Context: an optimization exercise on an open-source flow, tuned for small area, a short achievable clock period and few clock cycles. The choices shown serve that exercise and are no tape-out recipe.
Function was checked by simulation only, so behaviour that the tests miss may differ from the original.

Design pct_powmod, start of the top module:
module pct_powmod #(
    parameter W = 128
) (
    input  wire         clk,
    input  wire         rst,         
    input  wire         start,       
    input  wire         base_neg,
    input  wire [W-1:0] base,
    input  wire         exp_neg,
    input  wire [W-1:0] expo,
    input  wire         mod_neg,
    input  wire [W-1:0] modulus,
    output wire         ready,
    output reg          done,        
    output wire [W-1:0] result,
    output reg          err
);
Size in the first run: ~5900 cells after synthesis, about 820 flip-flops, roughly 520 I/O pins.
Settings: LEC_CHECK=0, CAP_MARGIN=20, CORE_MARGIN=2, CORE_UTILIZATION=35, SETUP_SLACK_MARGIN=5, SLEW_MARGIN=20; clock period 11.0 ns.
run.sh (not shown) runs the stock make flow with config.mk's settings and CLKGATE_MAP_FILE= SYNTH_SCRIPT=/design/flow/synth_recipe.tcl, a recipe that flattens the netlist after the stock synthesis.
The first run passed the timing, design-rule and antenna checks.
Testbench counts at the start, summed over its fixed seeds: cycles 1,014,592.
Change:
==> flow/flow/run.sh (new file) <==
#!/bin/bash
set -euo pipefail
export SETUP_SLACK_MARGIN=6
export BUFFER_PORTS_ARGS="-buffer_cell sky130_fd_sc_hd__buf_1"
bash standard.sh > standard.log 2>&1
==> flow/standard.sh (new file) <==
#!/bin/bash
# synth_recipe.tcl (not shown) runs the flow's synth.tcl, then flattens the netlist and writes it again
# the make line also repeats each setting of config.mk as NAME=value (left out here)
make -C /OpenROAD-flow-scripts/flow DESIGN_CONFIG=/design/flow/config.mk WORK_HOME=/design/flow/orfs CLKGATE_MAP_FILE= SYNTH_SCRIPT=/design/flow/synth_recipe.tcl "${@:-finish}"
Settings changed: SETUP_SLACK_MARGIN 5 to not set.
removed: flow/run.sh
After rerunning: Hold slack degrades by 0.015 ns. Cell count goes up slightly.
Change:
Settings changed: CORE_UTILIZATION 35 to 50, CTS_BUF_LIST set to sky130_fd_sc_hd__clkbuf_8.
Wire length falls by 3.2%. Maximum frequency hardly moves. Sequential share of layout area is higher by 0.54 points. Critical path depth does not change. Non-clock buffer count is lower by 4. Area after synthesis does not change. First-iteration DRC count grows by 4.6%.
Change:
==> flow/run.sh (new file) <==
#!/bin/bash
# synth_recipe.tcl (not shown) runs the flow's synth.tcl, then flattens the netlist and writes it again
# the make line also repeats each setting of config.mk as NAME=value (left out here)
make -C /OpenROAD-flow-scripts/flow DESIGN_CONFIG=/design/flow/config.mk WORK_HOME=/design/flow/orfs CLKGATE_MAP_FILE= SYNTH_SCRIPT=/design/flow/synth_recipe.tcl finish
Settings changed: CORE_UTILIZATION 50 to 55, CTS_BUF_LIST sky130_fd_sc_hd__clkbuf_8 to not set, CTS_CLUSTER_DIAMETER set to 60, CTS_CLUSTER_SIZE set to 20, SETUP_SLACK_MARGIN set to 5.
removed: flow/flow/run.sh
removed: flow/standard.sh
=> Clock skew decreases by 0.040 ns. Setup slack is worse by 0.70 ns. Synthesized cell count stays the same. Register-to-register slack is worse by 0.70 ns.

========
## P
Another version of the RTL of pct_powmod (not shown whole).
Size in the first run: ~820 flip-flops, ~64000 um2 of cells after synthesis.
==> flow/config.mk <==
export PLATFORM = sky130hd
export DESIGN_NAME = pct_powmod
export DESIGN_NICKNAME = pct_powmod
export VERILOG_FILES = /design/flow/design.v
export SDC_FILE = /design/flow/constraint.sdc
export NUM_CORES = 4
export LEC_CHECK = 0
export CAP_MARGIN = 20
export CORE_MARGIN = 2
export CORE_UTILIZATION = 50
export CTS_BUF_LIST = sky130_fd_sc_hd__clkbuf_8
export PLACE_DENSITY = 0.7
export SLEW_MARGIN = 20
==> flow/constraint.sdc <==
create_clock -name core_clock -period 11.0 [get_ports {clk}]
set_input_delay 2.2000 -clock core_clock [delete_from_list [all_inputs] [get_ports {clk}]]
set_output_delay 2.2000 -clock core_clock [all_outputs]
set_load 0.01 [all_outputs]
standard.sh (not shown) runs the stock make flow with config.mk's settings and CLKGATE_MAP_FILE= SYNTH_SCRIPT=/design/flow/synth_recipe.tcl, a recipe that flattens the netlist after the stock synthesis.
==> flow/flow/run.sh <==
#!/bin/bash
set -euo pipefail
export SETUP_SLACK_MARGIN=6.5
export BUFFER_PORTS_ARGS="-buffer_cell sky130_fd_sc_hd__buf_1"
bash standard.sh > standard.log 2>&1
Testbench counts of P, summed over its fixed seeds: cycles 1,014,592.
For Q, these inputs were changed with respect to P:
# P
export LEC_CHECK = 0
export CAP_MARGIN = 20
export CORE_MARGIN = 2
export CORE_UTILIZATION = 50
export CTS_BUF_LIST = sky130_fd_sc_hd__clkbuf_8
export PLACE_DENSITY = 0.7
export SLEW_MARGIN = 20
create_clock -name core_clock -period 11.0 [get_ports {clk}]
# Q
export LEC_CHECK = 0
export CAP_MARGIN = 20
export CORE_MARGIN = 2
export CORE_UTILIZATION = 35
export SLEW_MARGIN = 20
create_clock -name core_clock -period 11.0 [get_ports {clk}]
==> flow/flow/run.sh <==
#!/bin/bash
set -euo pipefail
export SETUP_SLACK_MARGIN=6
export BUFFER_PORTS_ARGS="-buffer_cell sky130_fd_sc_hd__buf_1"
bash standard.sh > standard.log 2>&1
### Flow results
- Comparing Q and P, the lower final core area utilization is on Q.
- Lower data required time at the worst endpoint was reported by Q, not P.
- | count of endpoints failing hold in the final timing report | Q vs P | ≈ equal |
- Worst clock skew, Q and P, higher one = Q.
- Q vs P — area used by multi-input combinational logic dropped about 0.8%.
- Compared Q vs P, and number of non-clock buffers is down in Q.
- Q vs P: area added between synthesis and finish up
- The share of cell area taken by multi-input logic gates number comes out lower for Q vs P.
- Tightest hold margin sits higher in Q than in P.

-- re-timing with driven ports --
The flow's constraints put no driver on any port. The routed layouts listed below were extracted and timed again, unchanged, in two steps. Step 1 sets driving cells, clkbuf_16 on the clock port and buf_2 on the other inputs (assumed; they add their load-dependent delay and slew). Step 2 also shifts input and output timing later by t, the mid clock arrival at the registers, as if the neighbouring blocks saw the same clock. a / b / c = ideal ports / drivers / drivers and shift; a / b = the first two.
| run | t, ns | slack for setup (ns) | worst setup path after step 2 | worst register clock-pin slew, ns |
|---|---|---|---|---|
| the first run of note 1 | 0.819 | 5.103 / 5.103 / 5.103 | register to register | 0.07 / 0.07 |
| the second run of note 1 | 0.804 | 5.670 / 5.670 / 5.670 | register to register | 0.07 / 0.07 |
| the third run of note 1 | 0.978 | 5.665 / 5.665 / 5.665 | register to register | 0.07 / 0.07 |
| the fourth run of note 1 | 0.770 | 4.962 / 4.962 / 4.962 | register to register | 0.09 / 0.09 |
| P | 0.956 | 5.894 / 5.894 / 5.894 | register to register | 0.07 / 0.07 |
| Q | 0.823 | 5.921 / 5.921 / 5.921 | register to register | 0.07 / 0.07 |
After both steps every run listed still meets setup and hold.
